Background: an optimization exercise with open tools, aiming at small area, a short achievable clock period and few clock cycles. Do not read the settings as production practice.
In this exercise RTL edits were held to simulation tests only and were not proved equivalent to the original.
Power and IR drop assume default switching activity.

Setup of the reference run:
Design aec_dec, start of the top module:
module aec_dec (
    input  wire        clk,
    input  wire        rst,           
    input  wire        start,         
    input  wire        preset_sel,    
    input  wire [15:0] in_len,        
    input  wire [19:0] in_bits,       
    input  wire [15:0] out_cap,       
    output wire [15:0] in_addr,
    input  wire [7:0]  in_rdata,
    output wire [15:0] out_raddr,
    input  wire [7:0]  out_rdata,
    output reg         out_we,
    output wire [15:0] out_waddr,
    output reg  [7:0]  out_wdata,
    output reg         busy,
    output reg         done,
    output wire        complete,
    output reg  [2:0]  stop_reason,
    output wire [15:0] out_len,
    output wire [19:0] out_bits
);
For scale: ~300 flip-flops, about 170 I/O pins, roughly 31000 um^2 of cells after synthesis.
clock: 10.0 ns
lec_check: 0
cap_margin: 20
core_margin: 2
core_utilization: 40
setup_slack_margin: 5
slew_margin: 20
run.sh (not shown) runs the stock make flow with config.mk's settings and CLKGATE_MAP_FILE= SYNTH_SCRIPT=/design/flow/synth_recipe.tcl, a recipe that flattens the netlist after the stock synthesis.
Testbench counts of the reference run, summed over its fixed seeds: cycles 78,683.
Edits applied to the flow inputs when going from the reference run to the trial run:
--- a/flow/design.v
+++ b/flow/design.v
@@ -313,16 +313,15 @@
     reg [20:0] prev_cp;
     reg [39:0] WW;          
     wire [31:0] W = WW[39:8];
     reg [5:0]  wv;          
     reg [19:0] rb;          
     reg [15:0] fa;          
     reg        pend;        
-    reg [19:0] pos_r;       
-    reg [5:0]  kq;          
+    reg [2:0]  pad;         
     reg [19:0] tok;         
     reg [15:0] olen;        
     reg [15:0] wp;          
     reg [15:0] room;        
     reg        cpend;       
     reg [2:0]  cpur;        
     reg [21:0] acc;         
@@ -336,15 +335,16 @@
     reg [2:0]  sq;
     reg [1:0]  si;
     reg        hex_upper;
     reg        is_guid;
     reg [2:0]  tsel;
     reg [4:0]  tk;
     reg [7:0]  tch;         
-    wire [19:0] pos = pos_r + {14'd0, kq};    
+    wire [6:0]  wsub = {1'b0, wv} + {4'd0, pad} + {2'b00, pend, 3'b000};
+    wire [19:0] pos  = {1'b0, fa, 3'b000} - {13'd0, wsub};
     assign in_addr   = busy ? fa : 16'd0;
     assign out_raddr = src;
     assign out_len   = olen;
     assign out_waddr = wp;
     assign out_bits  = tok;
     assign complete  = (stop_reason == SR_TERM);
     wire eos   = (rb == 20'd0);
@@ -522,16 +522,15 @@
             M_IDLE: begin
                 if (start) begin
                     preset      <= preset_sel;
                     rb          <= (in_bits < {1'b0, in_len, 3'b000}) ? in_bits
                                                                      : {1'b0, in_len, 3'b000};
                     room        <= out_cap;
                     cpend       <= 1'b0;
-                    pos_r       <= 20'd0;
-                    kq          <= 6'd0;
+                    pad         <= 3'd0;
                     tok         <= 20'd0;
                     olen        <= 16'd0;
                     wp          <= 16'd0;
                     cs          <= CS_ALPHA;
                     all_upper   <= 1'b0;
                     prev_cp     <= 21'd0;
                     busy        <= 1'b1;
@@ -900,26 +899,26 @@
         if (e_en)
             out_wdata <= e_b;
         if (out_we && mode != M_IDLE)
             room <= room - 16'd1;
         ab = !pend ? 4'd0 : (rb[19:3] != 17'd0) ? 4'd8 : {1'b0, rb[2:0]};
         wt = WW;
         if (ab != 4'd0) wt = WW | ({in_rdata, 32'd0} >> wv);    
-        take = pend ? !wth[25] : !wth[33];
+        take = pend ? (!wth[25] && (rb[19:4] != 16'd0 || (rb[3] && rb[2:0] != 3'd0)))
+                    : (!wth[33] && !eos);
         if (mode == M_IDLE) begin
             WW   <= 40'd0;
             wv   <= 6'd0;
             fa   <= start ? 16'd1 : 16'd0;
             pend <= start;
         end else begin
             WW    <= wt << k;
             wv    <= wv + {2'b00, ab} - {1'b0, k};
             rb    <= rb - {16'd0, ab};
-            pos_r <= pos;
-            kq    <= {1'b0, k};
+            if (pend && !ab[3]) pad <= 3'd0 - ab[2:0];
             fa    <= fa + {15'd0, take};
             pend  <= take;
         end
         if (x_en) begin
             busy        <= 1'b0;
             done        <= 1'b1;
             stop_reason <= x_reason;
Findings:
- The trial run: done, clean on timing, DRC and antenna
- The trial run vs the reference run — flip-flop and latch count dropped 7.4%.
- The trial run: worst slack at placement lower than the reference run
- Clock period minus final worst setup slack: lower on the trial run
- Via count sits lower in the trial run than in the reference run.
- Synthesized area, the reference run and the trial run: lower on the trial run
- Taking the reference run as the reference, in the trial run final design instance area without fill -2.5%; routed wire length -2.3%.
Testbench counts of the trial run, summed over its fixed seeds: cycles 78,683.

aec_dec, a different RTL version from the one above (not shown whole).
For scale: roughly 280 flip-flops, roughly 170 I/O pins, roughly 0.030 mm^2 of cells after synthesis.
Settings: LEC_CHECK=0, CAP_MARGIN=20, CORE_MARGIN=2, CORE_UTILIZATION=40, SETUP_SLACK_MARGIN=5, SLEW_MARGIN=20; clock period 10.0 ns.
Testbench counts at the start, summed over its fixed seeds: cycles 79,130.
==> next run, changes <==
--- a/flow/design.v
+++ b/flow/design.v
@@ -38,24 +38,23 @@
         M_NIB    = 5'd11,   
         M_HYPH   = 5'd12,   
         M_BYTE   = 5'd13,   
         M_TCHK   = 5'd14,   
         M_TCH    = 5'd15,   
         M_UNI    = 5'd16,   
         M_DLT2   = 5'd17,   
         M_UTF    = 5'd18,   
         M_SEQ    = 5'd19,   
         M_FIN    = 5'd20,   
         M_DF     = 5'd21,   
-        M_RPT    = 5'd22,   
-        M_UTF0   = 5'd23;   
+        M_RPT    = 5'd22;   
     localparam [2:0] P_DM = 3'd0, P_DD = 3'd1, P_RPT = 3'd2, P_HEX = 3'd3,
                      P_BIN = 3'd4, P_TREM = 3'd5;
     function [8:0] vdec;
         input [7:0] c;
         begin
             casez (c)
             8'b00??????: vdec = {5'd0,  4'd2};
             8'b010?????: vdec = {5'd1,  4'd3};
             8'b011?????: vdec = {5'd2,  4'd3};
             8'b1000????: vdec = {5'd3,  4'd4};
             8'b1001????: vdec = {5'd4,  4'd4};
@@ -873,40 +872,34 @@
             end
             M_DF: begin
                 k = 5'd21;
                 acc <= {1'b0, W[31:11]};
                 mode <= M_DLT2;
             end
             M_DLT2: begin
                 if (cp_bad) begin
                     x_en = 1'b1; x_reason = SR_RSVD;
                 end else begin
                     prev_cp <= cp;
-                    mode <= M_UTF0;
-                    if (cp[20:7] == 14'd0)       ei <= 2'd0;
-                    else if (cp[20:11] == 10'd0) ei <= 2'd1;
-                    else if (cp[20:16] == 5'd0)  ei <= 2'd2;
-                    else                         ei <= 2'd3;
+                    e_en = 1'b1;
+                    if (cp[20:7] == 14'd0) begin
+                        e_b = {1'b0, cp[6:0]}; c_en = 1'b1;
+                    end else if (cp[20:11] == 10'd0) begin
+                        e_b = {3'b110, cp[10:6]}; ei <= 2'd0; mode <= M_UTF;
+                    end else if (cp[20:16] == 5'd0) begin
+                        e_b = {4'b1110, cp[15:12]}; ei <= 2'd1; mode <= M_UTF;
+                    end else begin
+                        e_b = {5'b11110, cp[20:18]}; ei <= 2'd2; mode <= M_UTF;
+                    end
                 end
             end
-            M_UTF0: begin
-                e_en = 1'b1;
-                case (ei)
-                2'd0:    begin e_b = {1'b0, prev_cp[6:0]}; c_en = 1'b1; end
-                2'd1:    e_b = {3'b110, prev_cp[10:6]};
-                2'd2:    e_b = {4'b1110, prev_cp[15:12]};
-                default: e_b = {5'b11110, prev_cp[20:18]};
-                endcase
-                ei <= ei - 2'd1;
-                mode <= M_UTF;
-            end
             M_UTF: begin
                 e_en = 1'b1;
                 case (ei)
                 2'd0:    e_b = {2'b10, prev_cp[5:0]};
                 2'd1:    e_b = {2'b10, prev_cp[11:6]};
                 default: e_b = {2'b10, prev_cp[17:12]};
                 endcase
                 ei <= ei - 2'd1;
                 if (ei == 2'd0) c_en = 1'b1;
             end
             M_SEQ: begin
What happened: The changed run finished clean; die area stays flat; cell area went up by about 1.3%; via count is about the same; core utilization went up by 0.71 points; fmax went down by about 7%; sequential power went down by about 6%.
Testbench counts after the change, summed over its fixed seeds: cycles 77,123.

re-timing with driven ports:
In the flow no input, the clock included, has a driving cell. The finished layouts below were timed again as built, in two steps.
Step 1 assumes that a clkbuf_16 drives the clock port and a buf_2 every other input.
Step 2 moves the port delays by t, midway between the first and last clock arrival at a register: inputs arrive t later, outputs are due t later. That takes back most of the time a late clock gives input paths.
Three values: ideal, step 1, step 2; two values: the first two.
run | shift t [ns] | setup WS [ns] | slew at the worst register clock pin (ns) | worst data-port slew with drivers (ns)
the reference run | 0.659 | 4.999 / 4.999 / 4.383 | 0.07 / 0.07 | 0.09
the trial run | 0.643 | 5.051 / 5.051 / 4.432 | 0.07 / 0.07 | 0.07
the first run of note 2 | 0.641 | 4.933 / 4.933 / 4.368 | 0.07 / 0.07 | 0.09
the second run of note 2 | 0.647 | 4.562 / 4.562 / 4.388 | 0.07 / 0.07 | 0.07
After both steps setup and hold are still met in every run listed. For the trial run, which loses most, drivers alone change the setup slack by 0.000 ns; drivers and shift together by -0.619 ns.
